Source: an optimization exercise on an open RTL-to-GDS flow (aim: small area, a short achievable clock period and few clock cycles per item). Production flows keep margins and buffers that such runs may drop.
In this exercise RTL edits were held to simulation tests only and were not proved equivalent to the original.

==> flow/design.v, too long to show whole: its modules and the start of the top module <==
// module bc5_block_decoder: 1920 lines
// module sq24_csa: 564 lines
module bc5_block_decoder (
    input  wire         clk,
    input  wire         rst,
    input  wire         in_valid,
    output wire         in_ready,
    input  wire [63:0]  in_red,
    input  wire [63:0]  in_green,
    input  wire         in_normal,
    output wire         out_valid,
    input  wire         out_ready,
    output wire [383:0] out_rgb
);
  // ...
==> flow/run.sh <==
#!/bin/bash
# synth_recipe.tcl (not shown) runs the flow's synth.tcl, then flattens the netlist and writes it again
# the make line also repeats each setting of config.mk as NAME=value (left out here)
make -C /OpenROAD-flow-scripts/flow DESIGN_CONFIG=/design/flow/config.mk WORK_HOME=/design/flow/orfs CLKGATE_MAP_FILE= SYNTH_SCRIPT=/design/flow/synth_recipe.tcl finish
==> flow/config.mk <==
export PLATFORM = sky130hd
export DESIGN_NAME = bc5_block_decoder
export DESIGN_NICKNAME = bc5_block_decoder
export VERILOG_FILES = /design/flow/design.v
export SDC_FILE = /design/flow/constraint.sdc
export NUM_CORES = 4
export LEC_CHECK = 0
export ABC_AREA = 1
export CAP_MARGIN = 20
export CORE_MARGIN = 2
export CORE_UTILIZATION = 40
export SLEW_MARGIN = 60
==> flow/constraint.sdc <==
create_clock -name core_clock -period 16.0 [get_ports {clk}]
set_input_delay 3.2000 -clock core_clock [delete_from_list [all_inputs] [get_ports {clk}]]
set_output_delay 3.2000 -clock core_clock [all_outputs]
set_load 0.01 [all_outputs]
==> reports/results.md, run 1 <==
| Quantity | Value |
|---|---|
| Hold Violations, Final | 0 |
| Met1 track utilization from global routing | 0.2601 |
| Type of origin of the critical path | flip-flop |
| Ranking of synthesized cells by instance count | 4014 x sky130_fd_sc_hd__nand2_1, 2901 x sky130_fd_sc_hd__inv_1, 1799 x sky130_fd_sc_hd__dfxtp_1, 1710 x sky130_fd_sc_hd__o21ai_0, 1323 x sky130_fd_sc_hd__nor2_1 |
| Final Routed Wirelength | 359.6 mm |
| Total Neg Setup Slack | 0 ps |
| Endpoint arrival time on the critical path | 3240 ps |
| Final core utilization | 0.4590 |
| Clock Sink Count | 2312 |
| DRC | 0 |
| Critical path peak fanout | 51 |
| Worst hold endpoint | s6_s_r[8] |
| Number of max-slew violations in the final report | 0 |
| Syn_area_per_cell | 7.639 um2 |
| Status | finished clean |
| Number of tap instances | 4536 |
| Detailed-route wire length on metal 1 | 160.2 mm |
| Post-CTS Setup Repair Bufs | 0 |
| Layout cell share with drive strength beyond 1 | 0.05259 |
| Total routing usage reported by global routing | 0.2026 |
| Inverters excl. clock | 2979 |
| Combinational family with the most area after synthesis | simple AND/OR/NAND/NOR gates |
| Total length of routed met2 wires | 169.2 mm |
| Vias in the first global route | 108200 |
| Post-synthesis compound-gate area fraction | 0.1372 |
| Dominant cell by count in the synthesized netlist | sky130_fd_sc_hd__nand2_1 |
| Top-Level Pins | 519 |
| Number of cells traversed by the worst register-to-register path | 32 |
| Unrepaired setup endpoints after global routing | no |
| Register-to-register path setup slack | 10270 ps |
| Met3 Resource Use GR | 0.02733 |
| Clk slew on worst S/H paths | 60 ps |
| Hold path depth | 0 |
| Hold wc startpoint | s5_s_r[8] |
| Worst path cell trace | buf_4, ha_1, inv_1, nor3_1, inv_1, nor3_1, clkdlybuf4s50_1 |
| Layout-stage area growth over the synthesis result | 14.15% |
| Critical Path Sink Type | output port |
Testbench counts, summed over its fixed seeds: cycles 7,864, items 480.
==> inputs of run 2 (changes only) <==
--- a/flow/design.v
+++ b/flow/design.v
@@ -1571,17 +1571,58 @@
                     r  = {r[6:0], 1'b1};
                 end else begin
                     r  = {r[6:0], 1'b0};
                 end
             end
             f_isq2 = {r, rm[9:0]};
         end
     endfunction
-    localparam NST = 22;             
+    function [17:0] f_isq1;
+        input [17:0] st;
+        input [1:0]  xb;
+        reg [7:0]  r;
+        reg [17:0] rm, tr;
+        begin
+            r  = st[17:10];
+            rm = {6'd0, st[9:0], xb};
+            tr = {8'd0, r, 2'b01};
+            if (rm >= tr) begin
+                rm = rm - tr;
+                r  = {r[6:0], 1'b1};
+            end else begin
+                r  = {r[6:0], 1'b0};
+            end
+            f_isq1 = {r, rm[9:0]};
+        end
+    endfunction
+    function [7:0] f_isqL;
+        input [21:0] v;
+        input [17:0] h;
+        input [2:0]  dd;
+        reg [17:0] t;
+        reg [7:0]  r;
+        reg [9:0]  rm;
+        reg        near, cz;
+        begin
+            t  = f_isq1(h, v[1:0]);
+            r  = t[17:10];
+            rm = t[9:0];
+            case (dd)
+                3'd1: cz = v[17];
+                3'd2: cz = v[18];
+                3'd3: cz = v[19];
+                3'd4: cz = v[20];
+                default: cz = 1'b0;
+            endcase
+            near = (rm == {1'b0, r, 1'b0}) && !r[0] && cz;
+            f_isqL = v[21] ? 8'd127 + {1'b0, r[7:1]} + {7'd0, r[0] | near} : 8'd127;
+        end
+    endfunction
+    localparam NST = 23;             
     reg  [3:0]   fidx;               
     reg          fsrc;               
     reg  [1:0]   outst;              
     reg  [4:0]   cap;                
     reg  [63:0]  ir_red, ir_green;
     reg          ir_normal;
     reg  [NST-1:0] vld;
     reg  [383:0] out_sr;
@@ -1908,20 +1949,34 @@
         s19_h   <= f_isq4(18'd0, s18_b[15:8]);
         s19_nm  <= s18_nm;
         s20_q_r <= s19_q_r;
         s20_q_g <= s19_q_g;
         s20_b   <= s19_b;
         s20_h   <= f_isq2(s19_h, s19_b[7:4]);
         s20_nm  <= s19_nm;
     end
-    reg [23:0] s21_res;
+    reg [7:0]  s21_q_r, s21_q_g;
+    reg [21:0] s21_b;
+    reg [17:0] s21_h;
+    reg [2:0]  s21_dd;
+    reg        s21_nm;
+    wire [17:0] h21 = f_isq1(s20_h, s20_b[3:2]);
+    always @(posedge clk) begin
+        s21_q_r <= s20_q_r;
+        s21_q_g <= s20_q_g;
+        s21_b   <= s20_b;
+        s21_h   <= h21;
+        s21_dd  <= f_dtab(h21[16:10]);
+        s21_nm  <= s20_nm;
+    end
+    reg [23:0] s22_res;
     always @(posedge clk)
-        s21_res <= {s20_nm ? f_isqF(s20_b, s20_h) : 8'd0, s20_q_g, s20_q_r};
-    wire [23:0] res = s21_res;
+        s22_res <= {s21_nm ? f_isqL(s21_b, s21_h, s21_dd) : 8'd0, s21_q_g, s21_q_r};
+    wire [23:0] res = s22_res;
 endmodule
 module sq24_csa (
     input  wire [23:0] x,
     output wire [47:0] s,
     output wire [47:0] c
 );
     wire w1 = (x[0] & x[17]) ^ (x[1] & x[16]);
     wire w2 = (x[0] & x[17]) & (x[1] & x[16]);
==> flow/config.mk (replaced) <==
export PLATFORM = sky130hd
export DESIGN_NAME = bc5_block_decoder
export DESIGN_NICKNAME = bc5_block_decoder
export VERILOG_FILES = /design/flow/design.v
export SDC_FILE = /design/flow/constraint.sdc
export NUM_CORES = 4
export LEC_CHECK = 0
export ABC_AREA = 1
export CAP_MARGIN = 40
export CORE_MARGIN = 2
export CORE_UTILIZATION = 40
export SLEW_MARGIN = 60
==> reports/results.md, run 2 <==
| Quantity | Value | Delta |
|---|---|---|
| Final routed wire length divided by cell count | 15.95 um |  |
| MaxCap Viol Count | 0 |  |
| Endpoint of the most critical setup path | in_ready |  |
| Top flop regs | out_sr x384, ir_green x64, ir_red x64 |  |
| Global-route wire length before repair | 581.3 mm |  |
| Clock tree from TritonCTS | built |  |
| Post-synth EDFFs | 513 |  |
| Ranking of synthesized cells by instance count | 4087 x sky130_fd_sc_hd__nand2_1, 2860 x sky130_fd_sc_hd__inv_1, 1844 x sky130_fd_sc_hd__dfxtp_1, 1703 x sky130_fd_sc_hd__o21ai_0, 1299 x sky130_fd_sc_hd__nor2_1 |  |
| Top-Level Pins | 519 | unchanged |
| Number of antenna violations at the first check in global routing | 19 |  |
| CP delay by family, top | buffers and inverters |  |
| Share of the cycle needed by the critical path after routing | 0.4032 |  |
| Mapped Cells | 17910 |  |
| Die width | 590.5 um |  |
| Clock insertion delay at the later pin of the skew report | 910 ps |  |
| Sequential-to-total area share from yosys stat | 0.3802 |  |
| Dominant cell by count in the synthesized netlist | sky130_fd_sc_hd__nand2_1 |  |
| Slowest Stage Delay on Critical Path | 610 ps |  |
| Minimum setup slack after placement | 8775 ps |  |
| Maximum count of clock buffers along a single path | 4 |  |
| Total routing usage reported by global routing | 0.2047 | +0.002104 |
| Fmax | 155.0 MHz |  |
| Critical path peak fanout | 18 | -65% |
| Number of cells traversed by the worst register-to-register path | 33 | +3.1% |
| Die outline area | 348700 um2 |  |
| Max transition margin | 0.5555 |  |
| Kind of critical path | flip-flop to output port |  |
| Total Neg Setup Slack | 0 ps | unchanged |
| Commonest cells after routing, fill and taps aside | 4078 x sky130_fd_sc_hd__nand2_1, 2835 x sky130_fd_sc_hd__inv_1, 1838 x sky130_fd_sc_hd__dfxtp_1 |  |
| First-iteration detailed-routing DRC count | 8137 |  |
| Layout-stage area growth over the synthesis result | 14.13% | about the same |
| Hold buffers post-CTS | 0 |  |
| Initial core utilization | 0.4015 |  |
| DRC | 0 | unchanged |
| HPWL reported at the end of detailed placement | 282.7 mm |  |
| Yosys warns | 5 |  |
| Adder-cell area share of the yosys netlist | 0.1320 |  |
| Post-CTS Setup Repair Bufs | 0 | unchanged |
| Unrepaired setup endpoints after global routing | no |  |
| Core outline area | 342700 um2 |  |
| TritonRoute pass-1 iters | 6 |  |
| Post-synthesis compound-gate area fraction | 0.1347 | -0.002447 |
| Actual transition at the worst max-transition pin | 666.7 ps |  |
| Number of rows created at floorplan | 215 |  |
| Critical path data required time | 12800 ps |  |
| Layout Nets | 19580 |  |
| Final Routed Wirelength | 367.8 mm | +2.3% |
| Post-CTS resize count | 0 |  |
| Critical Path Sink Type | output port |  |
| Clk slew on worst S/H paths | 60 ps | about the same |
| Largest cells by area after synthesis | sky130_fd_sc_hd__dfxtp_1 27%, sky130_fd_sc_hd__edfxtp_1 11%, sky130_fd_sc_hd__nand2_1 11%, sky130_fd_sc_hd__inv_1 7.8%, sky130_fd_sc_hd__ha_1 6.8% |  |
| Worst path cell trace | clkinv_2, nor3_1, nand2_1, nor2_1, clkdlybuf4s50_1 |  |
| Port bufs | 518 |  |
| Buffer type at the clock tree root | sky130_fd_sc_hd__clkbuf_16 |  |
| Number of max-slew violations in the final report | 0 | unchanged |
| Syn_area_per_cell | 7.682 um2 | +0.56% |
| Via count | 114000 |  |
| Mean number of vias per cell | 4.942 |  |
| Final number of setup-violating endpoints | 0 |  |
| Largest net degree at the start of global routing | 98 |  |
| Register-to-register path setup slack | 10350 ps | +80 ps |
| Number of buffer and inverter stages on the critical path | 2 |  |
| Post-route worst hold slack | 308.0 ps |  |
| Yosys reg bits | 2357 |  |
| Post-layout min period | 6451 ps |  |
| Combinational family with the most area after synthesis | simple AND/OR/NAND/NOR gates |  |
| Multiplexer share of the synthesized area | 0.009284 |  |
| Inserted Clock Buffers | 270 |  |
| Number of nets with antenna violations after routing | 0 |  |
| Area of the mapped netlist | 137600 um2 |  |
| Smallest setup slack after layout | 9549 ps |  |
| Slowest-stage cell, CP | sky130_fd_sc_hd__clkdlybuf4s50_1 |  |
| Clock skew | 49.72 ps |  |
| Type of origin of the critical path | flip-flop |  |
| Main synth FF type | sky130_fd_sc_hd__dfxtp_1 |  |
| Reg2reg start | s4_s_r[21] |  |
| RePlAce Congestion | 0.9215 |  |
| Leading cell type in the layout, fill and taps excluded | sky130_fd_sc_hd__nand2_1 |  |
| Simple-gate share of the synthesized area | 0.2045 |  |
| Stages on the worst setup path | 5 |  |
| Flip-flop count of the largest register, all copies and words added | 384 |  |
| Status | finished clean |  |
| CP Launch Point | fidx[2] |  |
| Area leader, netlist | sky130_fd_sc_hd__dfxtp_1 |  |
| Post-synthesis share of cell area spent on xor and xnor gates | 0.04246 |  |
| Layout cell share with drive strength beyond 1 | 0.05173 | -0.0008656 |
| Endpoint arrival time on the critical path | 3250 ps | about the same |
| Share of flip-flops with an asynchronous set or reset after synthesis | 0 |  |
| Reg with most FFs | out_sr |  |
| Portion of synthesized cell area occupied by the leading cell type | 0.2683 |  |
| Htree depth | 5 |  |
| Clock Sink Count | 2357 | +1.9% |
| Vias in the first global route | 108000 | -0.16% |
| Total grt overflow | 0 |  |
| Y dimension of the die | 590.5 um |  |
| Unique cell type count in the Yosys netlist | 96 |  |
| Capture point of the worst reg-to-reg path | s5_d_r[6] |  |
| Hold Violations, Final | 0 | unchanged |
| Worst min-delay path category | flip-flop to flip-flop |  |
-- run 2: cell types whose count changed after synthesis, sizes merged, moves of 13 or more --
cell / delta
buf: -21
mux2i: +13
o21ai: -40
inv: -48
a211oi: -13
dfxtp: +45
xor2: +14
o211ai: +16
nor2: -19
nor3: -24
nand2: +75
-- run 2: layout make-up --
type / count / area [um2]
Sequential cell: 2357 / 52330
Timing Repair Buffer: 648 / 6325
Inverter: 2932 / 11060
Fill cell: 34200 / 185700
Antenna cell: 24 / 60.06
Tap cell: 4557 / 5702
Clock inverter: 130 / 1689
Clock buffer: 361 / 7592
Multi-Input combinational cell: 12050 / 72280
-- run 2: worst min path at each step --
| stage | start | end | slack (ps) | cells after the start |
|---|---|---|---|---|
| 6_report | s6_s_g[27] | s7_s_g[27] | 310 | 0 |
| 5_1_grt | s5_s_r[21] | s6_s_r[21] | 310 | 0 |
| 4_1_cts | s6_s_g[27] | s7_s_g[27] | 310 | 0 |
| 3_5_place_dp | s13_q_r[7] | s14_q_r[7] | 310 | 0 |
| 3_3_place_gp | s5_d_r[1] | s6_d_r[7] | 310 | 0 |
| 2_1_floorplan | s9_nm | s10_nm | 310 | 0 |
-- run 2: cell families (layout without fill, tap and decap cells) --
kind of cell / count (synthesis) / in the layout
flip-flops: 2357 / 2357
buffers and inverters: 3503 / 4071
AND/OR/NAND/NOR: 6775 / 6775
adder cells (fa/ha/maj): 1186 / 1186
multiplexers: 127 / 127
AO/OA/AOI/OAI: 3302 / 3302
XOR/XNOR: 661 / 661
other: 1 / 26
-- run 2: stage by stage --
step / util / cell area (um2) / instances
final: 0.4582 / 157000 / 23060
after global routing: 0.4582 / 157000 / 23060
after CTS: 0.4576 / 156800 / 23040
after detailed placement: 0.4305 / 147600 / 22540
after global placement: 0.4293 / 147100 / 22540
after floorplan: - / 137600 / 17910
-- run 2: worst reg2reg max path: cells and delay by family (launching register included) --
family	cells	cell delay [ps]
adder cells (fa/ha/maj)	7	1420
buffers and inverters	7	410
AO/OA/AOI/OAI	7	1190
XOR/XNOR	6	1470
flip-flops	1	360
AND/OR/NAND/NOR	6	660
-- run 2: routing by layer --
metal  up-vias  global-route usage  part of all wire
met4        24             0.06958             0.033
met2      2747              0.3535              0.47
met5         -                   0           0.00048
li1      58380                   -                 -
met3       546             0.02747             0.052
met1     52280              0.2618              0.44
Testbench counts of run 2, summed over its fixed seeds: cycles 7,872, items 480.

## port drivers added, routing unchanged
In the flow no input, the clock included, has a driving cell. The finished layouts below were timed again as built, in two steps.
Step 1 (the two cells are an assumption about what drives the block):
set clk [get_ports {clk}]
set_driving_cell -lib_cell sky130_fd_sc_hd__clkbuf_16 $clk
set_driving_cell -lib_cell sky130_fd_sc_hd__buf_2 [delete_from_list [all_inputs] $clk]
Step 2 times the ports against the registers' clock, not the clock port: input delays grow and output delays shrink by t, the midpoint of the rising clock arrivals with the driver on.
a / b / c = ideal / step 1 / step 2; a / b = the first two.
run	t (ns)	setup slack, ns	worst setup path at the end	worst data-port slew with drivers (ns)
run 1	0.982	9.559 / 9.452 / 9.912	input to register	0.11
run 2	0.990	9.549 / 9.442 / 8.933	input to register	0.08
After both steps every run listed still meets setup and hold. The setup slack of run 2, which loses most, moves by -0.107 ns with the drivers and by -0.616 ns with both steps.
